This design comes from an exercise in tuning for small area, a short achievable clock period and few clock cycles per item on the open sky130 flow, not from production work. Function was checked by simulation only, so behaviour that the tests miss may differ from the original. Power is estimated from default activity; no workload was simulated.

==> flow/design.v <==
module npe_cc (
    input  wire [7:0]  r,
    input  wire [7:0]  g,
    input  wire [7:0]  b,
    output wire [15:0] rgb565,
    input  wire [3:0]  hex_len,
    input  wire [63:0] hex,         
    output wire [15:0] hex565,
    output wire        hex_err
);
    assign rgb565 = {r[7:3], g[7:2], b[7:3]};
    function is_hex;
        input [7:0] c;
        is_hex = (c >= 8'h30 && c <= 8'h39) ||
                 (c >= 8'h41 && c <= 8'h46) ||
                 (c >= 8'h61 && c <= 8'h66);
    endfunction
    function [3:0] hexval;
        input [7:0] c;
        if (c <= 8'h39)      hexval = c[3:0];
        else                 hexval = c[3:0] + 4'd9;    
    endfunction
    wire [7:0] h1 = hex[15:8];
    wire [7:0] h2 = hex[23:16];
    wire [7:0] h3 = hex[31:24];
    wire [7:0] h4 = hex[39:32];
    wire [7:0] h5 = hex[47:40];
    wire [7:0] h6 = hex[55:48];
    wire ok = (hex_len == 4'd7) && (hex[7:0] == 8'h23) &&
              is_hex(h1) && is_hex(h2) && is_hex(h3) &&
              is_hex(h4) && is_hex(h5) && is_hex(h6);
    wire [7:0] hr = {hexval(h1), hexval(h2)};
    wire [7:0] hg = {hexval(h3), hexval(h4)};
    wire [7:0] hb = {hexval(h5), hexval(h6)};
    assign hex_err = !ok;
    assign hex565  = ok ? {hr[7:3], hg[7:2], hb[7:3]} : 16'h0000;
endmodule
module npe_enc #(
    parameter COMP_MAX = 8,
    parameter TEXT_MAX = 16,
    parameter LW       = 5
) (
    input  wire                  clk,
    input  wire                  rst,
    input  wire                  cmd_valid,
    output wire                  cmd_ready,
    input  wire [3:0]            cmd_op,
    input  wire [15:0]           cmd_n,
    input  wire [15:0]           cmd_x,
    input  wire [15:0]           cmd_y,
    input  wire [15:0]           cmd_r,
    input  wire                  cmd_vis,
    input  wire [1:0]            cmd_ckind,
    input  wire [2:0]            cmd_cname,
    input  wire [15:0]           cmd_cpacked,
    input  wire [7:0]            cmd_cr,
    input  wire [7:0]            cmd_cg,
    input  wire [7:0]            cmd_cb,
    input  wire [3:0]            cmd_chex_len,
    input  wire [63:0]           cmd_chex,
    input  wire [LW-1:0]         cmd_comp_len,
    input  wire [8*COMP_MAX-1:0] cmd_comp,
    input  wire [LW-1:0]         cmd_text_len,
    input  wire [8*TEXT_MAX-1:0] cmd_text,
    output wire                  tx_valid,
    output wire [7:0]            tx_data,
    input  wire                  tx_ready,
    output wire                  enc_busy,
    output reg                   err_v,
    output reg  [1:0]            err_code
);
    localparam OP_SENDME = 4'd0, OP_PAGE = 4'd1, OP_SETTXT = 4'd2,
               OP_VIS    = 4'd3, OP_CIR  = 4'd4, OP_CIRS   = 4'd5,
               OP_SETBCO = 4'd6, OP_CLICK = 4'd7, OP_RAW   = 4'd8;
    localparam CK_NAMED = 2'd0, CK_PACKED = 2'd1, CK_RGB = 2'd2, CK_HEX = 2'd3;
    localparam ERR_NONE = 2'd0, ERR_COLOR = 2'd1, ERR_ILLEGAL = 2'd2;
    localparam K_LIT = 3'd0, K_COMP = 3'd1, K_TEXT = 3'd2, K_NUM = 3'd3,
               K_COL = 3'd4, K_VIS  = 3'd5, K_TERM = 3'd6;
    localparam L_SENDME = 5'd0,  L_PAGE  = 5'd1,  L_TXT   = 5'd2,  L_QUOTE = 5'd3,
               L_VIS    = 5'd4,  L_COMMA = 5'd5,  L_CIR   = 5'd6,  L_CIRS  = 5'd7,
               L_BCO    = 5'd8,  L_REF   = 5'd9,  L_CLICK = 5'd10, L_C1    = 5'd11,
               L_C0     = 5'd12, L_COMMC = 5'd13, L_ZERO  = 5'd14, L_ONE   = 5'd15,
               L_TERM   = 5'd24;
    function [7:0] seg_desc;
        input [3:0] op;
        input [3:0] s;
        begin
            seg_desc = {K_TERM, 4'd0, 1'b1};
            case (op)
            OP_SENDME: case (s)
                4'd0: seg_desc = {K_LIT, L_SENDME[3:0], 1'b0};
                default: ;
            endcase
            OP_PAGE: case (s)
                4'd0: seg_desc = {K_LIT, L_PAGE[3:0], 1'b0};
                4'd1: seg_desc = {K_NUM, 4'd0, 1'b0};
                default: ;
            endcase
            OP_SETTXT: case (s)
                4'd0: seg_desc = {K_COMP, 4'd0, 1'b0};
                4'd1: seg_desc = {K_LIT, L_TXT[3:0], 1'b0};
                4'd2: seg_desc = {K_TEXT, 4'd0, 1'b0};
                4'd3: seg_desc = {K_LIT, L_QUOTE[3:0], 1'b0};
                default: ;
            endcase
            OP_VIS: case (s)
                4'd0: seg_desc = {K_LIT, L_VIS[3:0], 1'b0};
                4'd1: seg_desc = {K_COMP, 4'd0, 1'b0};
                4'd2: seg_desc = {K_LIT, L_COMMA[3:0], 1'b0};
                4'd3: seg_desc = {K_VIS, 4'd0, 1'b0};
                default: ;
            endcase
            OP_CIR, OP_CIRS: case (s)
                4'd0: seg_desc = {K_LIT, (op == OP_CIR) ? L_CIR[3:0] : L_CIRS[3:0], 1'b0};
                4'd1: seg_desc = {K_NUM, 4'd0, 1'b0};
                4'd2: seg_desc = {K_LIT, L_COMMA[3:0], 1'b0};
                4'd3: seg_desc = {K_NUM, 4'd0, 1'b0};
                4'd4: seg_desc = {K_LIT, L_COMMA[3:0], 1'b0};
                4'd5: seg_desc = {K_NUM, 4'd0, 1'b0};
                4'd6: seg_desc = {K_LIT, L_COMMC[3:0], 1'b0};
                4'd7: seg_desc = {K_COL, 4'd0, 1'b0};
                default: ;
            endcase
            OP_SETBCO: case (s)
                4'd0: seg_desc = {K_COMP, 4'd0, 1'b0};
                4'd1: seg_desc = {K_LIT, L_BCO[3:0], 1'b0};
                4'd2: seg_desc = {K_COL, 4'd0, 1'b0};
                4'd3: seg_desc = {K_TERM, 4'd0, 1'b0};
                4'd4: seg_desc = {K_LIT, L_REF[3:0], 1'b0};
                4'd5: seg_desc = {K_COMP, 4'd0, 1'b0};
                default: ;
            endcase
            OP_CLICK: case (s)
                4'd0: seg_desc = {K_LIT, L_CLICK[3:0], 1'b0};
                4'd1: seg_desc = {K_COMP, 4'd0, 1'b0};
                4'd2: seg_desc = {K_LIT, L_C1[3:0], 1'b0};
                4'd3: seg_desc = {K_TERM, 4'd0, 1'b0};
                4'd4: seg_desc = {K_LIT, L_CLICK[3:0], 1'b0};
                4'd5: seg_desc = {K_COMP, 4'd0, 1'b0};
                4'd6: seg_desc = {K_LIT, L_C0[3:0], 1'b0};
                default: ;
            endcase
            OP_RAW: case (s)
                4'd0: seg_desc = {K_TEXT, 4'd0, 1'b0};
                default: ;
            endcase
            default: ;
            endcase
        end
    endfunction
    function [8:0] lit_byte;
        input [4:0] l;
        input [2:0] p;
        reg [47:0] s;    
        reg [2:0]  n;    
        begin
            case (l)
                L_SENDME: begin s = "sendme";             n = 3'd5; end
                L_PAGE:   begin s = {"page ", 8'h00};     n = 3'd4; end
                L_TXT:    begin s = {".txt=", 8'h22};     n = 3'd5; end
                L_QUOTE:  begin s = {8'h22, 40'h0};       n = 3'd0; end
                L_VIS:    begin s = {"vis ", 16'h0};      n = 3'd3; end
                L_COMMA,
                L_COMMC:  begin s = {",", 40'h0};         n = 3'd0; end
                L_CIR:    begin s = {"cir ", 16'h0};      n = 3'd3; end
                L_CIRS:   begin s = {"cirs ", 8'h0};      n = 3'd4; end
                L_BCO:    begin s = {".bco=", 8'h0};      n = 3'd4; end
                L_REF:    begin s = {"ref ", 16'h0};      n = 3'd3; end
                L_CLICK:  begin s = "click ";             n = 3'd5; end
                L_C1:     begin s = {",1", 32'h0};        n = 3'd1; end
                L_C0:     begin s = {",0", 32'h0};        n = 3'd1; end
                L_ZERO:   begin s = {"0", 40'h0};         n = 3'd0; end
                L_ONE:    begin s = {"1", 40'h0};         n = 3'd0; end
                L_TERM:   begin s = {24'hFFFFFF, 24'h0};  n = 3'd2; end
                5'd16:    begin s = {"BLACK", 8'h0};      n = 3'd4; end
                5'd17:    begin s = {"BLUE", 16'h0};      n = 3'd3; end
                5'd18:    begin s = {"BROWN", 8'h0};      n = 3'd4; end
                5'd19:    begin s = {"GREEN", 8'h0};      n = 3'd4; end
                5'd20:    begin s = "YELLOW";             n = 3'd5; end
                5'd21:    begin s = {"RED", 24'h0};       n = 3'd2; end
                5'd22:    begin s = {"GRAY", 16'h0};      n = 3'd3; end
                5'd23:    begin s = {"WHITE", 8'h0};      n = 3'd4; end
                default:  begin s = 48'h0;                n = 3'd0; end
            endcase
            lit_byte = {p == n, s[47 - 8*p -: 8]};
        end
    endfunction
    function [3:0] add3;
        input [3:0] d;
        reg ge5;
        begin
            ge5 = d[3] | (d[2] & (d[1] | d[0]));
            add3[3] = ge5;
            add3[2] = (d[2] & ~d[1] & ~d[0]) | (d[3] & d[0]);
            add3[1] = (~d[3] & ~d[2] & d[1]) | (d[2] & d[1] & d[0]) | (d[3] & ~d[0]);
            add3[0] = d[0] ^ ge5;
        end
    endfunction
    function [19:0] dd4;
        input [19:0] a;
        input [3:0]  n;
        reg [23:0] t;
        integer i, j;
        begin
            t = {a, n};
            for (i = 0; i < 4; i = i + 1) begin
                for (j = 0; j < 5; j = j + 1)
                    t[4 + 4*j +: 4] = add3(t[4 + 4*j +: 4]);
                t = t << 1;
            end
            dd4 = t[23:4];
        end
    endfunction
    wire [15:0] cc_rgb;
    wire [15:0] cc_hex;
    wire        cc_hex_err;
    npe_cc u_cc (
        .r(cmd_cr), .g(cmd_cg), .b(cmd_cb), .rgb565(cc_rgb),
        .hex_len(cmd_chex_len), .hex(cmd_chex),
        .hex565(cc_hex), .hex_err(cc_hex_err)
    );
    wire reads_comp   = (cmd_op == OP_SETTXT) || (cmd_op == OP_VIS) ||
                        (cmd_op == OP_SETBCO) || (cmd_op == OP_CLICK);
    wire reads_text   = (cmd_op == OP_SETTXT) || (cmd_op == OP_RAW);
    wire reads_colour = (cmd_op == OP_CIR) || (cmd_op == OP_CIRS) ||
                        (cmd_op == OP_SETBCO);
    wire reads_xyr    = (cmd_op == OP_CIR) || (cmd_op == OP_CIRS);
    wire illegal = (cmd_op > OP_RAW) ||
                   (reads_comp && (cmd_comp_len > COMP_MAX)) ||
                   (reads_text && (cmd_text_len > TEXT_MAX));
    wire bad_colour = reads_colour && (cmd_ckind == CK_HEX) && cc_hex_err;
    wire [1:0] new_err = illegal    ? ERR_ILLEGAL :
                         bad_colour ? ERR_COLOR   : ERR_NONE;
    reg [15:0] colour_val;
    always @(*) begin
        case (cmd_ckind)
            CK_PACKED: colour_val = cmd_cpacked;
            CK_RGB:    colour_val = cc_rgb;
            CK_HEX:    colour_val = cc_hex;
            default:   colour_val = {13'd0, cmd_cname};
        endcase
    end
    wire first_empty = (((cmd_op == OP_SETTXT) || (cmd_op == OP_SETBCO)) &&
                        (cmd_comp_len == 0)) ||
                       ((cmd_op == OP_RAW) && (cmd_text_len == 0));
    reg          busy;          
    reg          fin_q;         
    reg          valid_q;       
    reg  [7:0]   tx_q;
    reg          rdy_q;         
    reg  [3:0]   seg;
    reg  [3:0]   sp;
    reg  [1:0]   ns;            
    reg  [1:0]   ph;            
    reg  [3:0]   op_q;
    reg  [63:0]  comp_q;        
    reg  [3:0]   clen_q;
    reg  [127:0] text_q;        
    reg  [4:0]   tlen_q;
    reg          flag_q;        
    wire [14:0]  acc = text_q[86:72];    
    wire [7:0]  d       = seg_desc(op_q, seg);
    wire [2:0]  skind   = d[7:5];
    wire        fin_seg = d[0];
    wire        named   = flag_q;
    reg  [1:0] kind;            
    reg  [4:0] lid;
    always @(*) begin
        kind = 2'd0;
        lid  = {1'b0, d[4:1]};
        case (skind)
            K_COMP: kind = 2'd1;
            K_TEXT: kind = 2'd2;
            K_NUM:  kind = 2'd3;
            K_COL:  if (named) lid = {2'b10, text_q[2:0]};
                    else       kind = 2'd3;
            K_VIS:  lid = flag_q ? L_ONE : L_ZERO;
            K_TERM: lid = L_TERM;
            default: ;
        endcase
    end
    wire [8:0]  lb      = lit_byte(lid, sp[2:0]);
    wire        lit     = (kind == 2'd0);
    wire next_col = lit && ((lid == L_BCO) || (lid == L_COMMC)) && !named;
    wire next_num = lit && ((lid == L_PAGE) || (lid == L_CIR) || (lid == L_CIRS) ||
                            ((lid == L_COMMA) && (op_q != OP_VIS))) || next_col;
    wire stall = next_num && lb[8] && (ph != 2'd3);
    wire refill    = !valid_q || tx_ready;
    wire adv       = busy && !stall && refill;
    wire take      = rdy_q || (fin_q && tx_ready);
    wire load      = !busy || fin_q;
    assign cmd_ready = take && !rst;
    assign tx_valid  = valid_q && !rst;
    assign tx_data   = tx_q;
    assign enc_busy  = busy || valid_q;
    wire accept = cmd_valid && cmd_ready;
    wire nload  = adv && next_num && lb[8];
    wire [7:0] tbyte = text_q[8*sp +: 8];
    reg  [7:0] cur_byte;
    always @(*) begin
        case (kind)
            2'd0: cur_byte = lb[7:0];
            2'd1: cur_byte = comp_q[8*sp[2:0] +: 8];
            2'd2: cur_byte = tbyte;
            default: cur_byte = {4'h3, tbyte[3:0]};
        endcase
    end
    wire [3:0] sp1 = sp + 4'd1;
    reg seg_end;
    always @(*) begin
        case (kind)
            2'd0: seg_end = lb[8];
            2'd1: seg_end = (sp1 == clen_q);
            2'd2: seg_end = ({1'b0, sp} + 5'd1 == tlen_q);
            default: seg_end = (sp == 4'd15);
        endcase
    end
    wire next_c = lit && ((lid == L_VIS) || (lid == L_REF) || (lid == L_CLICK));
    wire next_x = lit && (lid == L_TXT);
    wire skip = (next_c && (clen_q == 4'd0)) || (next_x && (tlen_q == 5'd0));
    reg [15:0] nbin;
    always @(*) begin
        case (ns)
            2'd0: nbin = comp_q[15:0];
            2'd1: nbin = comp_q[31:16];
            2'd2: nbin = comp_q[47:32];
            default: nbin = text_q[15:0];
        endcase
    end
    wire [19:0] conv = dd4((ph == 2'd0) ? 20'd0 : {5'd0, acc}, nbin[4*(3-ph) +: 4]);
    reg [3:0] first;
    always @(*) begin
        if      (conv[19:16] != 4'd0) first = 4'd11;
        else if (conv[15:12] != 4'd0) first = 4'd12;
        else if (conv[11:8]  != 4'd0) first = 4'd13;
        else if (conv[7:4]   != 4'd0) first = 4'd14;
        else                          first = 4'd15;
    end
    wire busy_d  = accept ? (new_err == ERR_NONE) : (busy && !(adv && fin_q));
    wire valid_d = refill ? adv : valid_q;
    wire fin_d   = accept ? 1'b0 : adv ? (fin_seg && (sp[1:0] == 2'd1)) : fin_q;
    always @(posedge clk) begin
        fin_q <= fin_d;
        if (rst) begin
            busy     <= 1'b0;
            valid_q  <= 1'b0;
            rdy_q    <= 1'b1;
            err_v    <= 1'b0;
            err_code <= ERR_NONE;
        end else begin
            busy     <= busy_d;
            valid_q  <= valid_d;
            rdy_q    <= !busy_d || (fin_d && !valid_d);
            err_v    <= accept && (new_err != ERR_NONE);
            if (accept)
                err_code <= new_err;
        end
    end
    always @(posedge clk) begin
        if (adv)
            tx_q <= cur_byte;
        if (accept) begin
            seg <= first_empty ? 4'd1 : 4'd0;
            sp  <= 4'd0;
            ns  <= (cmd_op == OP_SETBCO) ? 2'd3 : 2'd0;
            ph  <= (cmd_op == OP_PAGE || reads_colour) ? 2'd0 : 2'd3;
        end else if (adv) begin
            if (seg_end) begin
                seg <= seg + (skip ? 4'd2 : 4'd1);
                sp  <= nload ? first : 4'd0;
            end else begin
                sp  <= sp1;
            end
        end
        if (nload) begin
            ns    <= ns + 2'd1;
            ph    <= 2'd0;
        end else if (!accept && ph != 2'd3) begin
            ph    <= ph + 2'd1;
        end
    end
    always @(posedge clk) begin
        if (accept)
            op_q <= cmd_op;
    end
    always @(posedge clk) begin
        if (load) begin
            comp_q[63:48] <= cmd_comp[63:48];
            comp_q[47:0] <= reads_xyr ? {cmd_r, cmd_y, cmd_x} :
                            (cmd_op == OP_PAGE) ? {cmd_comp[47:16], cmd_n} :
                            cmd_comp[47:0];
            clen_q       <= cmd_comp_len[3:0];
            text_q[127:16] <= cmd_text[127:16];
            text_q[15:0] <= reads_colour ? colour_val : cmd_text[15:0];
            tlen_q       <= cmd_text_len;
            flag_q       <= (cmd_op == OP_VIS) ? cmd_vis : (cmd_ckind == CK_NAMED);
        end else if (nload) begin
            text_q[91:88]   <= conv[19:16];
            text_q[99:96]   <= conv[15:12];
            text_q[107:104] <= conv[11:8];
            text_q[115:112] <= conv[7:4];
            text_q[123:120] <= conv[3:0];
        end else if (ph != 2'd3) begin
            text_q[86:72]   <= conv[14:0];
        end
    end
endmodule
==> flow/flow/run.sh <==
#!/bin/bash
set -euo pipefail
W=$PWD
rm -rf "$W/scripts_abc"
cp -r "$FLOW_HOME/scripts" "$W/scripts_abc"
cp "$W/flow/abc_area.script" "$W/scripts_abc/abc_area.script"
bash standard.sh SCRIPTS_DIR="$W/scripts_abc" ADDER_MAP_FILE= synth > synth.log 2>&1
export BUFFER_PORTS_ARGS="-buffer_cell sky130_fd_sc_hd__buf_1"
bash standard.sh > layout.log 2>&1
==> flow/flow/abc_area.script <==
strash
&get -n
&fraig -x
&put
scorr
dc2
strash
&get -n
&dch -f
&nf -R 1000
&put
strash
&get -n
&dch -f
&nf -R 1000
&put
==> flow/standard.sh <==
#!/bin/bash
# synth_recipe.tcl (not shown) runs the flow's synth.tcl, then flattens the netlist and writes it again
# the make line also repeats each setting of config.mk as NAME=value (left out here)
make -C /OpenROAD-flow-scripts/flow DESIGN_CONFIG=/design/flow/config.mk WORK_HOME=/design/flow/orfs CLKGATE_MAP_FILE= SYNTH_SCRIPT=/design/flow/synth_recipe.tcl "${@:-finish}"
==> flow/config.mk <==
export PLATFORM = sky130hd
export DESIGN_NAME = npe_enc
export DESIGN_NICKNAME = npe_enc
export VERILOG_FILES = /design/flow/design.v
export SDC_FILE = /design/flow/constraint.sdc
export NUM_CORES = 4
export LEC_CHECK = 0
export ABC_AREA = 1
export CAP_MARGIN = 20
export CORE_MARGIN = 2
export CORE_UTILIZATION = 55
export CTS_BUF_LIST = sky130_fd_sc_hd__clkbuf_8
export SLEW_MARGIN = 20
==> flow/constraint.sdc <==
create_clock -name core_clock -period 20.0 [get_ports {clk}]
set_input_delay 4.0000 -clock core_clock [delete_from_list [all_inputs] [get_ports {clk}]]
set_output_delay 4.0000 -clock core_clock [all_outputs]
set_load 0.01 [all_outputs]
==> results of run 1 <==
-- kinds of logic after synthesis --
logic type	share of synthesized area (%)
xor gates and xnor gates	1.713
DFF	51.66
and+or+nand+nor	20.00
buffers and inverters	0.5930
muxes	0.8001
AOI/OAI and AO/OA	25.24
-- Yosys cell counts (8+ instances only) --
master    instances  area [µm²]
clkinv_1         21       78.83
a21o_1           22       165.2
a21oi_1         116       580.6
a22oi_1          84       630.6
nand4_1          11       68.82
a31oi_1          13       81.33
o21ai_0         116       580.6
dfxtp_1          13       260.3
edfxtp_1        220        6606
nand3_1          39       195.2
nand2b_1         20       125.1
xnor2_1          11       96.34
nor4_1           15       93.84
xor2_1           15       131.4
o31ai_1          12       90.09
o221ai_1         13       113.9
nand2_1         180       675.7
and2_0           13       81.33
a221oi_1         18       157.7
o21a_1           18       135.1
nor3_1           40       200.2
nor2b_1          18       112.6
a211oi_1          8       60.06
o22ai_1          44       275.3
nor2_1          231       867.1
-- per-layer routing --
metal	routed length, µm	share of wire, %
met3	5792	11
met5	0	0
met2	24480	47
met1	18220	35
met4	3275	6.3
-- area by class of cell --
type	instances	area share, %
flip-flops and latches	233	42.63
multi-input cells	1155	39.63
repair buffers	410	10.14
clock buffers	39	3.332
well taps	319	2.477
clock inverters	30	1.118
inverters	21	0.5359
diodes	9	0.1398
-- flip-flops by register name, summed over array words and instances (netlist names) --
signal    cells
text_q      128
comp_q       64
tx_q          8
tlen_q        5
clen_q        4
op_q          4
seg           4
sp            4
err_code      2
ns            2
ph            2
busy          1
err_v         1
fin_q         1
flag_q        1
rdy_q         1
valid_q       1
-- through the flow --
step	power [mW]	cell area, µm²	hold slack [ns]	util, %	std cells
finish	2.156	16110	0.4929	68.23	2216
global route	2.259	16110	0.5094	68.21	2214
CTS	2.113	16070	0.4935	68.07	2206
detailed placement	1.707	15360	0.4817	65.03	2137
global placement	1.671	15350	0.4918	65.02	2137
floorplan	1.385	13290	0.5104	-	1409
-- path summary, 6_finish.rpt --
path	depth (start not counted)	startpoint	slack, ns	endpoint
setup / recovery	3	rst	11.48	cmd_ready
hold / removal	2	err_code[1]	0.49	err_code[1]
setup reg to reg	23	seg[2]	11.90	text_q[91]
hold reg to reg	2	err_code[1]	0.49	err_code[1]
-- placed cells by master (no fill, tap or decap), types with 6 or more instances in the layout --
| master | count |
|---|---|
| a21oi_1 | 115 |
| o22ai_1 | 44 |
| a222oi_1 | 7 |
| o221ai_1 | 13 |
| nand3_1 | 39 |
| a22oi_1 | 84 |
| nor2_1 | 227 |
| a221oi_1 | 18 |
| xor2_1 | 15 |
| nor3_1 | 39 |
| nand2b_1 | 20 |
| clkinv_1 | 35 |
| dfxtp_1 | 12 |
| buf_1 | 385 |
| a21o_1 | 22 |
| a211oi_1 | 8 |
| a32oi_1 | 6 |
| buf_4 | 25 |
| diode_2 | 9 |
| o31ai_1 | 12 |
| and3_1 | 6 |
| nor4_1 | 15 |
| o21ai_0 | 115 |
| xnor2_1 | 11 |
| or2_0 | 6 |
| nand2_1 | 180 |
| and2_0 | 13 |
| nor2b_1 | 14 |
| o21a_1 | 18 |
| inv_1 | 7 |
| nand4_1 | 11 |
| clkbuf_8 | 39 |
| a31oi_1 | 13 |
| edfxtp_1 | 220 |
-- power groups by stage --
stage / registers (mW) / clock network [mW] / logic, mW
after floorplan: 0.741 / 0 / 0.644
after global placement: 0.754 / 0 / 0.917
after detailed placement: 0.757 / 0 / 0.950
after CTS: 0.749 / 0.406 / 0.959
after global routing: 0.761 / 0.428 / 1.07
final: 0.754 / 0.405 / 0.997
-- worst max-delay path, stage by stage --
cell    delay [ns]
buf_1         0.16
nor2_1        0.18
buf_1         0.18
==> impl_metrics.py, run 1 <==
metrics = {
    "outcome": {
        "outcome": "finished clean",
    },
    "place": {
        "place_ws_ns": 11.48,
        "hpwl_um": 38290,
        "port_buffers": 385,
        "place_congestion": 0.9995,
    },
    "sta": {
        "fin_setup_tns_ns": 0,
        "hold_violations": 0,
        "setup_viol": 0,
        "period_minus_slack_ns": 8.523,
        "fin_worst_skew_ns": 0.01862,
        "worst_pin_slew_ns": 1.075,
        "relSlewSlack_pct": 28.37,
        "rsz0062_at_grt": "false",
        "fmax_mhz": 117.3,
        "fin_ws_ns": 11.48,
        "period_share_pct": 42.61,
        "slew_viol_final": 0,
    },
    "setup_path": {
        "cp_max_fo": 6,
        "critPathRequiredTime_ns": 16.00,
        "arrival_ns": 4.52,
        "cp-start-kind": "primary input",
        "crit_path_end_kind": "output pin",
        "path_class": "in -> out",
    },
    "global_route": {
        "met3_usage_pct": 7.294,
        "grt_pass1_vias": 13808,
        "grt_usage_pct": 39.43,
        "use_met1_pct": 49.00,
        "grt_use_met2_pct": 64.66,
        "grt_pass1_wl_um": 77220,
        "grt_busiest_layer": "met2",
        "grt_max_degree": 133,
        "antenna_found_initial": 8,
        "grt-ovfl-total": 0,
    },
    "floorplanning": {
        "dieWidth_um": 159.5,
        "core_mm2": 0.02361,
        "initial_utilization_pct": 56.30,
        "die_h_um": 159.5,
        "die-area_mm2": 0.02543,
        "num_rows": 56,
        "ios": 402,
    },
    "power_and_ir_drop": {
        "clkPwrFrac_pct": 18.8,
        "power_leakage_nw": 5.684,
        "p_seq_share_pct": 35.0,
        "p_int_mw": 1.207,
        "power.density_mw_per_mm2": 133.8,
        "combPwrFrac_pct": 46.2,
        "p_sw_uw": 948.8,
        "vdd_drop_max_v": 0.0001156,
        "p_sw_share_pct": 44.01,
    },
    "detailed_routing": {
        "initialDrtViolationCount": 1816,
        "wl_um": 51770,
        "drc": 0,
        "vias": 14387,
        "vias_per_cell": 6.492,
        "post_drt_wl_per_cell_um": 23.36,
        "drt_first_pass_iters": 8,
        "final_antenna_net_count": 0,
    },
    "cells_and_area": {
        "nNetsFinal": 2247,
        "fillerInstances": 1923,
        "multiInputGateArea_mm2": 0.006385,
        "syn2layout_area_growth_pct": 21.20,
        "ff_latch_area_mm2": 0.006868,
        "layout-drive-gt1-share_pct": 4.502,
    },
    "yosys": {
        "avgSynthCellArea_um2": 9.434,
        "synthArstFlopShare_pct": 0,
        "ys_warn_count": 2,
        "synth-edff-count": 220,
        "synth_fp_nets": 1797,
        "seq_area_frac_synth_pct": 51.66,
        "synthCells": 1409,
        "synth_ff_type": "edfxtp_1",
        "synth_seq_cells": 233,
        "netlist_area_mm2": 0.01329,
        "ys_types": 58,
    },
    "clock_tree": {
        "cts_root_buf": "clkbuf_8",
        "ctsLongestPathBuffers": 3,
        "insertion_delay_ns": 0.55,
        "cts_sinks": 233,
        "cts_hold_buf": 0,
        "htree_levels": 2,
        "cts_buffers": 38,
        "post_cts_resized": 0,
        "path_clk_slew_ns": 0.06,
        "post_cts_buffers": 0,
        "cts_tree": "built",
    },
    "min_path": {
        "hold_path.class": "reg -> reg",
    },
    "flow_run": {
        "drv_cap": 0,
    },
}
Testbench counts, summed over its fixed seeds: cycles 26,460, items 1,280.
==> run 2, diff against run 1 <==
--- a/flow/config.mk
+++ b/flow/config.mk
@@ -11,3 +11,5 @@
 export CORE_UTILIZATION = 55
-export CTS_BUF_LIST = sky130_fd_sc_hd__clkbuf_8
+export CTS_BUF_LIST = sky130_fd_sc_hd__clkbuf_16
+export CTS_CLUSTER_DIAMETER = 80
+export CTS_CLUSTER_SIZE = 30
 export SLEW_MARGIN = 20
==> run 2 against run 1 <==
Net effect:
- clock power is 26% lower
- core utilization is 1.3 points lower
- sequential power hardly changed
- count of clock-buffer cells in the layout is 26 lower
- global-route usage is 0.52 points lower
- largest cell class unchanged
- highest routed layer unchanged
==> impl_metrics.py, run 2 <==
metrics = {
    "outcome": {
        "outcome": "finished clean",
    },
    "min_path": {
        "hold_path.class": "reg -> reg",
        "holdPathEnd": "err_code[1]",
        "hold_path_depth": 2,
        "hold_path.startpoint": "err_code[1]",
    },
    "yosys": {
        "ys_types": 58,
        "synth_fp_nets": 1797,
        "synthArstFlopShare_pct": 0,
        "synth-edff-count": 220,
        "avgSynthCellArea_um2": 9.434,
        "netlist_area_mm2": 0.01329,
        "synth.most_common_cell": "nor2_1",
        "synth_ff_type": "edfxtp_1",
        "synth_largest_area_cell": "edfxtp_1",
        "synthTopCellsByArea": "edfxtp_1 50%, nor2_1 6.5%, nand2_1 5.1%",
        "synthTopCellsByCount": "231 x nor2_1, 220 x edfxtp_1, 180 x nand2_1, 116 x a21oi_1, 116 x o21ai_0",
        "ys_warn_count": 2,
        "seq_area_frac_synth_pct": 51.66,
        "synth_seq_cells": 233,
        "synth_top_area_share_pct": 49.70,
        "synthCells": 1409,
    },
    "power_and_ir_drop": {
        "power.density_mw_per_mm2": 128.9,
        "power_leakage_nw": 5.499,
        "vdd_drop_max_v": 0.0001274,
    },
    "cells_and_area": {
        "syn2layout_area_growth_pct": 18.89,
        "top_regs": "text_q (128), comp_q (64), tx_q (8)",
        "nNetsFinal": 2222,
        "regMostFlops": "text_q",
        "layout_common_cells": "385 x buf_1, 227 x nor2_1, 220 x edfxtp_1",
        "final_common_cell": "buf_1",
        "layout-drive-gt1-share_pct": 3.098,
        "fin_util_pct": 66.93,
        "instances_no_fill": 2168,
        "final_cell_area_mm2": 0.01580,
        "largest_reg_flops": 128,
    },
    "setup_path": {
        "crit_family": "buffers and inverters",
        "cp_max_fo": 6,
        "crit_path_end_kind": "output pin",
        "cpPeakStageDelay_ns": 0.18,
        "arrival_ns": 4.53,
        "path_buf_inv": 2,
        "cp_common_cell": "buf_1",
        "cp-start-kind": "primary input",
        "ff2ff_path_depth": 23,
        "r2r_setup_slack_ns": 12.05,
        "rr_endpoint": "text_q[99]",
        "reg2reg_from": "seg[2]",
        "path_class": "in -> out",
        "cp_cell_sequence": "buf_1, nor2_1, buf_1",
        "critPathRequiredTime_ns": 16.00,
        "worst-path-stages": 3,
        "cp_slowest_cell": "nor2_1",
    },
    "sta": {
        "fin_setup_tns_ns": 0,
        "period_share_pct": 42.64,
        "period_minus_slack_ns": 8.529,
        "fmax_mhz": 117.3,
        "fin_worst_skew_ns": 0.02294,
        "hold_violations": 0,
        "setup_viol": 0,
        "relSlewSlack_pct": 27.92,
        "slew_viol_final": 0,
        "rsz0062_at_grt": "false",
        "fin_ws_ns": 11.47,
        "worst_pin_slew_ns": 1.081,
    },
    "clock_tree": {
        "cts_tree": "built",
        "cts_sinks": 233,
        "insertion_delay_ns": 0.50,
        "ctsLongestPathBuffers": 3,
        "post_cts_buffers": 0,
        "cts_buffers": 13,
        "cts_root_buf": "clkbuf_16",
        "cts_hold_buf": 0,
        "path_clk_slew_ns": 0.11,
        "htree_levels": 1,
        "post_cts_resized": 0,
    },
    "global_route": {
        "grt-ovfl-total": 0,
        "antenna_found_initial": 8,
        "grt_max_degree": 133,
        "grt_usage_pct": 38.92,
        "grt_pass1_vias": 13528,
        "grt_pass1_wl_um": 76260,
    },
    "place": {
        "placed_area_mm2": 0.01536,
        "port_buffers": 385,
        "placedCellCount": 2137,
        "place_congestion": 0.9995,
        "hpwl_um": 38290,
        "place_ws_ns": 11.48,
    },
    "detailed_routing": {
        "wl_um": 51160,
        "post_drt_wl_per_cell_um": 23.60,
        "drt_first_pass_iters": 6,
        "drc": 0,
        "vias_per_cell": 6.561,
        "final_antenna_net_count": 0,
        "vias": 14224,
        "initialDrtViolationCount": 1921,
    },
    "floorplanning": {
        "num_rows": 56,
        "initial_utilization_pct": 56.30,
        "core_mm2": 0.02361,
        "dieWidth_um": 159.5,
        "die-area_mm2": 0.02543,
        "die_h_um": 159.5,
        "ios": 402,
    },
    "flow_run": {
        "drv_cap": 0,
    },
}
## run 2: changes by cell type in the layout (fill, tap and decap cells not counted), sizes merged
cell / delta
clkbuf: -26
clkinv: -17
inv: -3
bufinv: -2
## run 2: worst max-delay path by stage
stage                     startpoint        end  slack [ns]
after floorplan             tx_ready  cmd_ready       11.77
after global placement           rst  cmd_ready       11.49
after detailed placement         rst  cmd_ready       11.48
after CTS                        rst  cmd_ready       11.48
after global routing             rst  cmd_ready       11.45
final                            rst  cmd_ready       11.47
## run 2: metal layers
layer | GRT usage [%] | wire (µm) | share of wire [%]
met1 | 49.12 | 18290 | 36
met2 | 64.40 | 24540 | 48
met3 | 5.887 | 5485 | 11
met4 | 21.74 | 2843 | 5.6
met5 | 0 | 0 | 0
## run 2: layout make-up
cell class / instances / area (µm²)
fillers: 1964 / 7809
diodes: 9 / 22.52
clock buffers: 13 / 325.3
inverters: 21 / 86.33
clock inverters: 8 / 85.08
flip-flops and latches: 233 / 6868
well taps: 319 / 399.1
repair buffers: 410 / 1633
multi-input cells: 1155 / 6385
## run 2: cells by family (layout without fill, tap and decap cells)
logic type / after synthesis / in the layout / share of synthesized area, %
simple gates: 600 / 600 / 20.00
compound gates: 519 / 519 / 25.24
flops: 233 / 233 / 51.66
xor+xnor: 26 / 26 / 1.713
buf+inv: 21 / 452 / 0.5930
mux: 10 / 10 / 0.8001
other cells: 0 / 9 / 0
## run 2: metrics by stage
step | power (mW) | hold slack, ns
after floorplan | 1.385 | 0.5104
after global placement | 1.671 | 0.4918
after detailed placement | 1.707 | 0.4817
after CTS | 2.000 | 0.5004
after global routing | 2.143 | 0.5178
final | 2.037 | 0.5005
## run 2: where the power goes
part | switching, mW | internal, mW | total (mW)
sequential | 0.0766 | 0.675 | 0.751
combinational | 0.664 | 0.322 | 0.986
clock | 0.172 | 0.128 | 0.300
total | 0.912 | 1.13 | 2.04
## run 2: worst register-to-register path: stages (launching register included)
cell and delay, ns:
edfxtp_1 0.58, or2_0 0.40, or3_1 0.47, nand2_1 0.15, a21oi_1 0.05, a21oi_1 0.12, nand2_1 0.09, or4_1 0.65
and3_1 0.21, and2_0 0.43, nand2_1 0.36, nand4_1 0.37, nor2_1 0.69, o21ai_0 0.44, and2_0 0.29, nor2_1 0.13
xor2_1 0.08, nor3_1 0.26, o21ai_0 0.24, a21oi_1 0.18, nor2b_1 0.08, nand2b_1 0.38, or2_0 0.26, nand2_1 0.55
==> run 3, diff against run 2 <==
--- a/flow/config.mk
+++ b/flow/config.mk
@@ -8,5 +8,5 @@
 export ABC_AREA = 1
-export CAP_MARGIN = 20
+export CAP_MARGIN = 10
 export CORE_MARGIN = 2
-export CORE_UTILIZATION = 55
+export CORE_UTILIZATION = 60
 export CTS_BUF_LIST = sky130_fd_sc_hd__clkbuf_16
@@ -14,2 +14,2 @@
 export CTS_CLUSTER_SIZE = 30
-export SLEW_MARGIN = 20
+export SLEW_MARGIN = 10
==> run 3 against run 2 <==
Net effect:
- die area is 8.1% lower
- still clean on timing, DRC and antenna
- largest cell class unchanged
- combinational power barely moved
- design area shrank 0.48%
- highest routed layer unchanged
- maximum frequency down 1.7%
- sequential power is essentially flat
- first-iteration DRC count increased by 12%
- power grew 1.2%
- worst setup slack got worse by 0.15 ns
- clock power barely moved
- critical path type is now reg -> reg
- area after synthesis stayed put
- largest power group unchanged
==> impl_metrics.py, run 3 <==
metrics = {
    "clock_tree": {
        "htree_levels": 1,
        "path_clk_slew_ns": 0.11,
        "cts_sinks": 233,
        "cts_tree": "built",
        "cts_hold_buf": 0,
        "post_cts_resized": 0,
        "cts_buffers": 13,
        "post_cts_buffers": 0,
        "insertion_delay_ns": 0.51,
        "cts_root_buf": "clkbuf_16",
        "ctsLongestPathBuffers": 3,
    },
    "yosys": {
        "synthXorXnorAreaFrac_pct": 1.713,
        "synth_compound_area_share_pct": 25.24,
        "synth_largest_area_cell": "edfxtp_1",
        "seq_area_frac_synth_pct": 51.66,
        "avgSynthCellArea_um2": 9.434,
        "synth_fa_ha_area_share_pct": 0,
        "ys_warn_count": 2,
        "synthMuxAreaShare_pct": 0.8001,
        "synth_seq_cells": 233,
        "synth.most_common_cell": "nor2_1",
        "synthCells": 1409,
        "netlist_area_mm2": 0.01329,
        "synth_top_area_share_pct": 49.70,
        "synth_ff_type": "edfxtp_1",
        "synth_top_family_by_area": "compound AO/OA/AOI/OAI gates",
        "yosys.area_share.simple_pct": 20.00,
        "ys_types": 58,
        "synthTopCellsByCount": "231 x nor2_1, 220 x edfxtp_1, 180 x nand2_1, 116 x a21oi_1, 116 x o21ai_0",
        "synthArstFlopShare_pct": 0,
        "synth_fp_nets": 1797,
        "synth-edff-count": 220,
        "synthTopCellsByArea": "edfxtp_1 50%, nor2_1 6.5%, nand2_1 5.1%",
    },
    "setup_path": {
        "cp_max_fo": 20,
        "arrival_ns": 8.70,
        "critPathRequiredTime_ns": 20.03,
        "ff2ff_path_depth": 21,
        "path_class": "reg -> reg",
        "cp-start-kind": "flip-flop",
        "reg2reg_from": "seg[2]",
        "worstSetupStartpoint": "seg[2]",
        "crit_path_end_kind": "flip-flop",
        "rr_endpoint": "text_q[120]",
        "setup.worst_path.end": "text_q[120]",
        "r2r_setup_slack_ns": 11.33,
    },
    "place": {
        "port_buffers": 385,
        "place_congestion": 1.045,
        "place_ws_ns": 11.35,
        "hpwl_um": 39430,
    },
    "global_route": {
        "grt-ovfl-total": 0,
        "grt_usage_pct": 43.83,
        "grt_max_degree": 113,
        "antenna_found_initial": 9,
        "grt_pass1_wl_um": 78580,
        "grt_pass1_vias": 13886,
    },
    "sta": {
        "relSlewSlack_pct": 15.54,
        "slew_viol_final": 0,
        "fin_ws_ns": 11.33,
        "fmax_mhz": 115.3,
        "period_share_pct": 43.37,
        "hold_violations": 0,
        "fin_setup_tns_ns": 0,
        "rsz0062_at_grt": "false",
        "setup_viol": 0,
        "period_minus_slack_ns": 8.674,
        "fin_worst_skew_ns": 0.02509,
        "worst_pin_slew_ns": 1.262,
    },
    "min_path": {
        "hold_path_depth": 2,
        "hold_path.class": "reg -> reg",
    },
    "detailed_routing": {
        "final_antenna_net_count": 0,
        "vias": 14676,
        "post_drt_wl_per_cell_um": 25.10,
        "initialDrtViolationCount": 2146,
        "wl_um": 53490,
        "drc": 0,
        "vias_per_cell": 6.887,
        "drt_first_pass_iters": 8,
    },
    "power_and_ir_drop": {
        "power.density_mw_per_mm2": 131.1,
        "vdd_drop_max_v": 0.00007952,
        "power_leakage_nw": 5.472,
    },
    "flow_run": {
        "drv_cap": 0,
    },
    "cells_and_area": {
        "ff_latch_area_mm2": 0.006868,
        "multiInputGateArea_mm2": 0.006374,
        "fillerInstances": 1637,
        "syn2layout_area_growth_pct": 18.32,
        "final_common_cell": "buf_1",
        "layout-drive-gt1-share_pct": 2.775,
        "largest_reg_flops": 128,
        "nNetsFinal": 2220,
        "top_regs": "text_q (128), comp_q (64), tx_q (8)",
        "regMostFlops": "text_q",
        "layout_common_cells": "385 x buf_1, 228 x nor2_1, 220 x edfxtp_1",
    },
    "outcome": {
        "outcome": "finished clean",
    },
    "floorplanning": {
        "initial_utilization_pct": 61.10,
        "num_rows": 54,
        "core_mm2": 0.02176,
        "die_h_um": 152.8,
        "dieWidth_um": 152.8,
        "die-area_mm2": 0.02336,
        "ios": 402,
    },
}
## run 3: metrics by stage
step	cell area [µm²]	power [mW]	util [%]	cells	hold WS [ns]
global route	15710	2.146	72.22	2125	0.5625
global placement	15300	1.659	70.31	2097	0.4918
detailed placement	15300	1.713	70.31	2097	0.5176
floorplan	13290	1.385	-	1409	0.5104
CTS	15700	2.008	72.14	2118	0.5358
finish	15730	2.063	72.29	2131	0.5444
## run 3: how the worst min path moves through the flow
stage | slack, ns | to | start
after CTS | 0.54 | err_code[1] | err_code[1]
after global routing | 0.56 | err_code[0] | err_code[0]
after global placement | 0.49 | err_code[1] | err_code[1]
final | 0.54 | err_code[1] | err_code[1]
after floorplan | 0.51 | err_code[1] | err_code[1]
after detailed placement | 0.52 | err_code[1] | err_code[1]
## run 3: critical path, cell delays in order, from the launching register on
cell,delay [ns]
edfxtp_1,0.57
or2_0,0.42
or3_1,0.49
o41ai_1,0.29
nand2_1,0.17
or4_1,0.69
and3_1,0.22
and2_0,0.40
nand2_1,0.32
nand4_1,0.32
nor2_1,0.68
nand2_1,0.32
nand2_1,0.29
a21oi_1,0.13
xnor2_1,0.14
nor3_1,0.36
o21ai_0,0.18
a21oi_1,0.23
nor2b_1,0.09
nand2b_1,0.35
or2_0,0.74
nand2_1,0.79
## run 3: cell type report
type | instances | share of cell area (%)
clock inverters | 8 | 0.4694
clock buffers | 13 | 2.068
flip-flops and latches | 233 | 43.67
inverters | 21 | 0.5489
well taps | 280 | 2.228
multi-input cells | 1155 | 40.53
diodes | 13 | 0.2068
repair buffers | 408 | 10.29
## run 3: kinds of logic (layout without fill, tap and decap cells)
group / Yosys count / after routing
xor+xnor: 26 / 26
flops: 233 / 233
compound gates: 519 / 519
simple gates: 600 / 600
other cells: 0 / 13
buf+inv: 21 / 450
mux: 10 / 10
## run 3: routing by layer
metal / track usage (%) / routed length [µm]
met5: 0 / 0
met4: 23.72 / 3737
met3: 8.506 / 6908
met2: 72.52 / 25120
met1: 54.68 / 17730
## run 3: where the power goes
part           switching (mW)  total [mW]  internal, mW
Clock                   0.172       0.298         0.127
Sequential             0.0781       0.753         0.675
Combinational           0.689        1.01         0.322
==> run 4, diff against run 3 <==
--- a/flow/flow/run.sh
+++ b/flow/flow/run.sh
@@ -1,2 +1,8 @@
 #!/bin/bash
+# Standard ORFS layout with these changes:
+#  - the port buffers are made from the smallest buffer cell;
+#  - repair_timing aims for 11.7 ns of setup slack (SETUP_SLACK_MARGIN), so
+#    it also speeds up the input-to-output paths, and removes no buffer
+#    (SKIP_BUFFER_REMOVAL), so every port keeps its buffer; the clock and
+#    the constraints are the standard flow's.
 set -euo pipefail
@@ -8,2 +14,4 @@
 export BUFFER_PORTS_ARGS="-buffer_cell sky130_fd_sc_hd__buf_1"
+export SETUP_SLACK_MARGIN=11.7
+export SKIP_BUFFER_REMOVAL=1
 bash standard.sh > layout.log 2>&1
--- a/flow/config.mk
+++ b/flow/config.mk
@@ -8,5 +8,5 @@
 export ABC_AREA = 1
-export CAP_MARGIN = 10
+export CAP_MARGIN = 20
 export CORE_MARGIN = 2
-export CORE_UTILIZATION = 60
+export CORE_UTILIZATION = 55
 export CTS_BUF_LIST = sky130_fd_sc_hd__clkbuf_16
@@ -14,2 +14,2 @@
 export CTS_CLUSTER_SIZE = 30
-export SLEW_MARGIN = 10
+export SLEW_MARGIN = 20
==> run 4 against run 3 <==
Net effect:
- first-iteration DRC count decreased by 12%
- via count decreased by 3.4%
- routed wire length decreased by 4.3%
- final cell count increased by 1.8%
- design area increased by 0.81%
- synthesized cell count unchanged
- highest routed layer unchanged
==> impl_metrics.py, run 4 <==
metrics = {
    "clock_tree": {
        "cts_sinks": 233,
        "path_clk_slew_ns": 0.11,
        "cts_tree": "built",
        "insertion_delay_ns": 0.50,
        "cts_root_buf": "clkbuf_16",
        "cts_buffers": 13,
        "ctsLongestPathBuffers": 3,
        "htree_levels": 1,
    },
    "global_route": {
        "grt_max_degree": 133,
        "grt-ovfl-total": 0,
        "grt_usage_pct": 38.94,
        "grt_pass1_vias": 13551,
        "antenna_found_initial": 8,
        "grt_pass1_wl_um": 76240,
    },
    "sta": {
        "fmax_mhz": 119.1,
        "hold_violations": 0,
        "period_minus_slack_ns": 8.394,
        "final.hold.worst_slack_ns": 0.4978,
        "period_share_pct": 41.97,
        "fin_worst_skew_ns": 0.02779,
        "rsz0062_at_grt": "true",
        "fin_setup_tns_ns": 0,
        "slew_viol_final": 0,
        "relSlewSlack_pct": 27.47,
        "worst_pin_slew_ns": 1.088,
        "setup_viol": 0,
    },
    "detailed_routing": {
        "initialDrtViolationCount": 1892,
        "wl_um": 51200,
        "drt_first_pass_iters": 8,
        "post_drt_wl_per_cell_um": 23.59,
        "vias_per_cell": 6.536,
        "vias": 14184,
        "drc": 0,
        "final_antenna_net_count": 0,
    },
    "yosys": {
        "synth_ff_type": "edfxtp_1",
        "synthTopCellsByCount": "231 x nor2_1, 220 x edfxtp_1, 180 x nand2_1, 116 x a21oi_1, 116 x o21ai_0",
        "avgSynthCellArea_um2": 9.434,
        "synth_top_area_share_pct": 49.70,
        "synthCells": 1409,
        "synth.most_common_cell": "nor2_1",
        "synth_largest_area_cell": "edfxtp_1",
        "synth_fp_nets": 1797,
        "synth_seq_cells": 233,
        "synthTopCellsByArea": "edfxtp_1 50%, nor2_1 6.5%, nand2_1 5.1%",
        "netlist_area_mm2": 0.01329,
        "ys_warn_count": 2,
        "synthArstFlopShare_pct": 0,
        "seq_area_frac_synth_pct": 51.66,
        "ys_types": 58,
        "synth-edff-count": 220,
    },
    "power_and_ir_drop": {
        "clkPwrFrac_pct": 14.7,
        "p_sw_share_pct": 44.81,
        "power.density_mw_per_mm2": 128.7,
        "p_sw_uw": 914.5,
        "vdd_drop_max_v": 0.0001280,
        "power_mw": 2.041,
        "combPwrFrac_pct": 48.5,
        "power_leakage_nw": 5.530,
        "p_int_mw": 1.126,
        "p_seq_share_pct": 36.8,
    },
    "cells_and_area": {
        "layout_common_cells": "381 x buf_1, 225 x nor2_1, 220 x edfxtp_1",
        "final_common_cell": "buf_1",
        "multiInputGateArea_mm2": 0.006400,
        "top_regs": "text_q (128), comp_q (64), tx_q (8)",
        "regMostFlops": "text_q",
        "layout-drive-gt1-share_pct": 3.637,
        "fillerInstances": 1963,
        "nNetsFinal": 2224,
        "largest_reg_flops": 128,
        "ff_latch_area_mm2": 0.006868,
        "syn2layout_area_growth_pct": 19.28,
        "fin_util_pct": 67.15,
    },
    "floorplanning": {
        "core_mm2": 0.02361,
        "ios": 402,
        "num_rows": 56,
        "die_h_um": 159.5,
        "initial_utilization_pct": 56.30,
        "die-area_mm2": 0.02543,
        "dieWidth_um": 159.5,
    },
    "place": {
        "place_congestion": 0.9995,
        "hpwl_um": 38290,
        "port_buffers": 385,
    },
    "setup_path": {
        "critPathRequiredTime_ns": 16.00,
        "cp-start-kind": "primary input",
        "crit_path_end_kind": "output pin",
        "arrival_ns": 4.39,
        "ff2ff_path_depth": 24,
        "reg2reg_from": "seg[2]",
        "r2r_setup_slack_ns": 12.16,
        "path_class": "in -> out",
        "cp_max_fo": 2,
        "rr_endpoint": "text_q[89]",
    },
    "min_path": {
        "hold_path.startpoint": "err_code[1]",
        "holdPathEnd": "err_code[1]",
        "hold_path.class": "reg -> reg",
        "hold_path_depth": 2,
    },
    "flow_run": {
        "drv_cap": 0,
    },
    "outcome": {
        "outcome": "finished clean",
    },
}
==> run 4: cell types whose count changed in the layout (fill, tap and decap cells not counted), moves of 2 or more <==
cell,delta
nor2b_1,-2
buf_2,+2
clkinvlp_4,-2
nor2_2,+3
buf_1,-4
diode_2,-4
nor2b_2,+2
nor2_1,-3
buf_4,+4
==> run 4: worst max path at each step <==
stage / depth (start not counted) / from / endpoint / slack (ns)
after floorplan: 2 / tx_ready / cmd_ready / 11.77
after global placement: 3 / rst / cmd_ready / 11.49
after detailed placement: 3 / rst / cmd_ready / 11.48
after CTS: 4 / tx_ready / cmd_ready / 11.58
after global routing: 4 / tx_ready / cmd_ready / 11.60
final: 4 / tx_ready / cmd_ready / 11.61
==> run 4: cells by family after synthesis <==
logic type,Yosys count,share of synthesized area [%]
multiplexers,10,0.8001
flip-flops,233,51.66
XOR/XNOR,26,1.713
buffers and inverters,21,0.5930
AO/OA/AOI/OAI,519,25.24
AND/OR/NAND/NOR,600,20.00
==> run 4: timing repair <==
action	in CTS	in global routing
buffers inserted	1	1
gates resized for setup	10	2
endpoints found under the setup margin	2	22
pin swaps	2	2
hold buffers	0	0
==> run 4: worst max-delay path, cell delays in order <==
cell     delay [ns]
buf_6          0.09
a21oi_2        0.12
nor2_2         0.05
buf_2          0.13
==> run 4: final cells by class <==
class / instances / area share, %
clock inverter: 8 / 0.5366
tap: 319 / 2.517
antenna: 9 / 0.1420
multi-input combinational: 1155 / 40.36
inverter: 21 / 0.5445
sequential: 233 / 43.32
timing repair buffer: 412 / 10.53
clock buffer: 13 / 2.052
==> run 4: power groups by stage <==
stage / clock network [mW] / registers [mW] / logic (mW)
2_1_floorplan: 0 / 0.741 / 0.644
3_3_place_gp: 0 / 0.754 / 0.917
3_5_place_dp: 0 / 0.757 / 0.950
4_1_cts: 0.299 / 0.747 / 0.956
5_1_grt: 0.316 / 0.759 / 1.07
6_report: 0.300 / 0.751 / 0.990
==> run 4: metrics by stage <==
stage          worst slack [ns]  cells  instance area (µm²)
2_1_floorplan             11.77   1409                13290
3_3_place_gp              11.49   2137                15350
3_5_place_dp              11.48   2137                15360
4_1_cts                   11.58   2159                15800
5_1_grt                   11.60   2168                15850
6_report                  11.61   2170                15860
==> run 4: per-layer routing <==
layer / track usage (%) / part of all wire [%] / wire length (µm) / up-vias
li1: - / - / - / 6364
met1: 49.31 / 36 / 18220 / 6605
met2: 64.29 / 48 / 24540 / 1049
met3: 5.861 / 11 / 5567 / 166
met4: 21.74 / 5.6 / 2866 / 0
met5: 0 / 0 / 0 / -
==> run 5, diff against run 4 <==
==> flow/flow/run.sh (replaced) <==
#!/bin/bash
# Standard ORFS layout with these changes:
#  - every port still gets a buffer: the inputs buf_1, the outputs buf_2
#    (flow/pre_gp.tcl, run just before ORFS's own port buffering);
#  - repair_timing aims for 11.7 ns of setup slack (SETUP_SLACK_MARGIN), so
#    it also speeds up the input-to-output paths; the clock and the
#    constraints are the standard flow's.
set -euo pipefail
W=$PWD
rm -rf "$W/scripts_abc"
cp -r "$FLOW_HOME/scripts" "$W/scripts_abc"
cp "$W/flow/abc_area.script" "$W/scripts_abc/abc_area.script"
bash standard.sh SCRIPTS_DIR="$W/scripts_abc" ADDER_MAP_FILE= synth > synth.log 2>&1
export BUFFER_PORTS_ARGS="-inputs -buffer_cell sky130_fd_sc_hd__buf_1"
export PRE_GLOBAL_PLACE_TCL="$W/flow/pre_gp.tcl"
export SETUP_SLACK_MARGIN=11.7
bash standard.sh > layout.log 2>&1
==> flow/flow/pre_gp.tcl (new file) <==
# Runs before ORFS's own port buffering in global placement: buffers the
# outputs with buf_2 (the inputs then get buf_1 from BUFFER_PORTS_ARGS).
buffer_ports -outputs -buffer_cell sky130_fd_sc_hd__buf_2
==> run 5 against run 4 <==
Net effect:
- still clean on timing, DRC and antenna
- count of clock-buffer cells in the layout unchanged
- worst hold slack improved by 0.066 ns
- worst setup slack improved by 0.098 ns
- combinational power decreased by 0.5%
- register-to-register slack got worse by 0.29 ns
- flip-flop and latch count unchanged
- via count decreased by 0.22%
- critical path type unchanged
==> impl_metrics.py, run 5 <==
metrics = {
    "detailed_routing": {
        "final_antenna_net_count": 0,
        "drt_first_pass_iters": 6,
        "post_drt_wl_per_cell_um": 23.99,
        "initialDrtViolationCount": 1971,
        "wl_um": 51700,
        "drc": 0,
        "vias": 14153,
        "vias_per_cell": 6.568,
    },
    "setup_path": {
        "arrival_ns": 4.30,
        "crit_family": "compound AO/OA/AOI/OAI gates",
        "ff2ff_path_depth": 23,
        "cp_slowest_cell": "a21oi_4",
        "cpPeakStageDelay_ns": 0.13,
        "reg2reg_from": "seg[2]",
        "cp-start-kind": "primary input",
        "cp_max_fo": 2,
        "setup.worst_path.end": "cmd_ready",
        "path_buf_inv": 1,
        "worstSetupStartpoint": "tx_ready",
        "cp_cell_sequence": "buf_6, a21oi_4, nor2_4",
        "path_class": "in -> out",
        "r2r_setup_slack_ns": 11.87,
        "rr_endpoint": "text_q[97]",
        "worst-path-stages": 3,
        "critPathRequiredTime_ns": 16.00,
        "crit_path_end_kind": "output pin",
    },
    "yosys": {
        "synth_top_family_by_area": "compound AO/OA/AOI/OAI gates",
        "synth_largest_area_cell": "edfxtp_1",
        "synthCells": 1409,
        "seq_area_frac_synth_pct": 51.66,
        "ys_types": 58,
        "ys_warn_count": 2,
        "netlist_area_mm2": 0.01329,
        "synth_top_area_share_pct": 49.70,
        "synth_fa_ha_area_share_pct": 0,
        "avgSynthCellArea_um2": 9.434,
        "synthXorXnorAreaFrac_pct": 1.713,
        "synth-edff-count": 220,
        "synthMuxAreaShare_pct": 0.8001,
        "synth_ff_type": "edfxtp_1",
        "yosys.area_share.simple_pct": 20.00,
        "synthTopCellsByCount": "231 x nor2_1, 220 x edfxtp_1, 180 x nand2_1, 116 x a21oi_1, 116 x o21ai_0",
        "synth_fp_nets": 1797,
        "synthTopCellsByArea": "edfxtp_1 50%, nor2_1 6.5%, nand2_1 5.1%",
        "synthArstFlopShare_pct": 0,
        "synth.most_common_cell": "nor2_1",
        "synth_compound_area_share_pct": 25.24,
        "synth_seq_cells": 233,
    },
    "place": {
        "placedCellCount": 2123,
        "place_congestion": 0.9754,
        "hpwl_um": 38390,
        "port_buffers": 385,
    },
    "clock_tree": {
        "cts_root_buf": "clkbuf_16",
        "cts_buffers": 13,
        "cts_sinks": 233,
        "insertion_delay_ns": 0.51,
        "path_clk_slew_ns": 0.11,
        "cts_tree": "built",
        "ctsLongestPathBuffers": 3,
        "htree_levels": 1,
        "cts_hold_buf": 0,
        "post_cts_buffers": 0,
    },
    "min_path": {
        "hold_path.startpoint": "err_code[1]",
        "hold_path_depth": 2,
        "hold_path.class": "reg -> reg",
    },
    "cells_and_area": {
        "syn2layout_area_growth_pct": 18.72,
        "regMostFlops": "text_q",
        "largest_reg_flops": 128,
        "layout-drive-gt1-share_pct": 3.342,
        "instances_no_fill": 2155,
        "final_common_cell": "buf_1",
        "top_regs": "text_q (128), comp_q (64), tx_q (8)",
        "layout_common_cells": "369 x buf_1, 226 x nor2_1, 220 x edfxtp_1",
        "nNetsFinal": 2207,
    },
    "power_and_ir_drop": {
        "vdd_drop_max_v": 0.00007577,
        "power_mw": 2.039,
        "power_leakage_nw": 5.487,
        "power.density_mw_per_mm2": 129.2,
    },
    "sta": {
        "worst_pin_slew_ns": 1.129,
        "hold_violations": 0,
        "period_share_pct": 41.48,
        "period_minus_slack_ns": 8.296,
        "rsz0062_at_grt": "true",
        "slew_viol_final": 0,
        "fin_worst_skew_ns": 0.02221,
        "fmax_mhz": 120.5,
        "fin_setup_tns_ns": 0,
        "setup_viol": 0,
        "relSlewSlack_pct": 23.94,
    },
    "global_route": {
        "grt-ovfl-total": 0,
        "grt_max_degree": 144,
        "grt_pass1_wl_um": 76620,
        "grt_usage_pct": 39.07,
        "antenna_found_initial": 11,
        "grt_pass1_vias": 13659,
    },
    "floorplanning": {
        "ios": 402,
        "core_mm2": 0.02361,
        "die_h_um": 159.5,
        "die-area_mm2": 0.02543,
        "dieWidth_um": 159.5,
        "num_rows": 56,
        "initial_utilization_pct": 56.30,
    },
    "flow_run": {
        "drv_cap": 0,
    },
    "outcome": {
        "outcome": "finished clean",
    },
}
run 5: changes by cell type in the layout (fill, tap and decap cells not counted), moves of 2 or more:
| cell | previous run | this run |
|---|---|---|
| nor2_2 | 5 | 3 |
| diode_2 | 9 | 11 |
| buf_4 | 27 | 25 |
| buf_1 | 381 | 369 |
| buf_2 | 2 | 0 |
run 5: layout make-up:
class,count,area (µm²)
Timing Repair Buffer,395,1584
Antenna cell,11,27.53
Tap cell,319,399.1
Clock buffer,13,325.3
Sequential cell,233,6868
Multi-Input combinational cell,1155,6411
Clock inverter,8,80.08
Fill cell,1988,7831
Inverter,21,86.33
run 5: power by group:
group,switching [mW],internal (mW),leakage (nW)
sequential,0.0788,0.675,2.36
combinational,0.664,0.321,2.92
clock,0.173,0.128,0.205
run 5: how the worst min path moves through the flow:
stage | endpoint | slack [ns]
after floorplan | err_code[1] | 0.51
after global placement | err_code[1] | 0.54
after detailed placement | err_code[1] | 0.54
after CTS | err_code[1] | 0.56
after global routing | err_code[1] | 0.59
final | err_code[1] | 0.56
run 5: metrics by stage:
step                hold slack (ns)  area, µm²  utilization, %  worst slack, ns
global route                 0.5933      15780           66.83            11.69
CTS                          0.5603      15730           66.60            11.68
detailed placement           0.5410      15300           64.81            11.56
floorplan                    0.5104      13290               -            11.77
finish                       0.5642      15780           66.83            11.70
global placement             0.5395      15300           64.79            11.56
run 5: metal layers:
layer / global-route usage (%) / share of wire (%) / routed length [µm] / vias to the layer above
met5: 0 / 0 / 0 / -
met2: 64.99 / 48 / 24700 / 1046
met4: 22.36 / 6.4 / 3298 / 0
li1: - / - / - / 6341
met1: 47.46 / 35 / 18110 / 6568
met3: 7.945 / 11 / 5584 / 198
run 5: cell families after synthesis:
kind of cell,count (synthesis)
simple gates,600
xor+xnor,26
mux,10
flops,233
buf+inv,21
compound gates,519
run 5: timing repair:
item | CTS | global route
resized for setup | 6 | 5
setup endpoints to repair | 2 | 2
pin swaps | 1 | 0
run 5: worst reg2reg max path, delay by kind of cell (launching register included):
family	cells	cell delay, ns
flip-flops	1	0.59
XOR/XNOR	1	0.14
AO/OA/AOI/OAI	5	0.80
AND/OR/NAND/NOR	17	6.17

-- re-timing with driven ports --
How much do the figures lean on ideal ports? The routed layouts below were timed once more, with nothing changed but the port constraints. Step 1 sets driving cells, clkbuf_16 on the clock port and buf_2 on the other inputs (assumed; they add their load-dependent delay and slew). Step 2, shift: input delay + t, output delay - t, t = (earliest + latest rising clock arrival at the registers) / 2. This alone moves slack from input paths to output paths. Three values: no drivers, after step 1, after step 2; two values: the first two.
run	t (ns)	setup slack, ns	worst setup path after step 2	latest minus earliest clock arrival (ns)	cell pins on the clock port's net
run 1	0.587	11.477 / 11.455 / 11.455	input to output	0.019 / 0.019	1
run 2	0.538	11.471 / 11.449 / 11.449	input to output	0.023 / 0.023	1
run 3	0.542	11.326 / 11.326 / 11.326	register to register	0.026 / 0.026	1
run 4	0.538	11.606 / 11.563 / 11.563	input to output	0.027 / 0.028	1
run 5	0.546	11.704 / 11.662 / 11.662	input to output	0.023 / 0.023	1
After both steps every run listed still meets setup and hold. For run 4, which loses most, drivers alone change the setup slack by -0.043 ns; drivers and shift together by -0.043 ns.
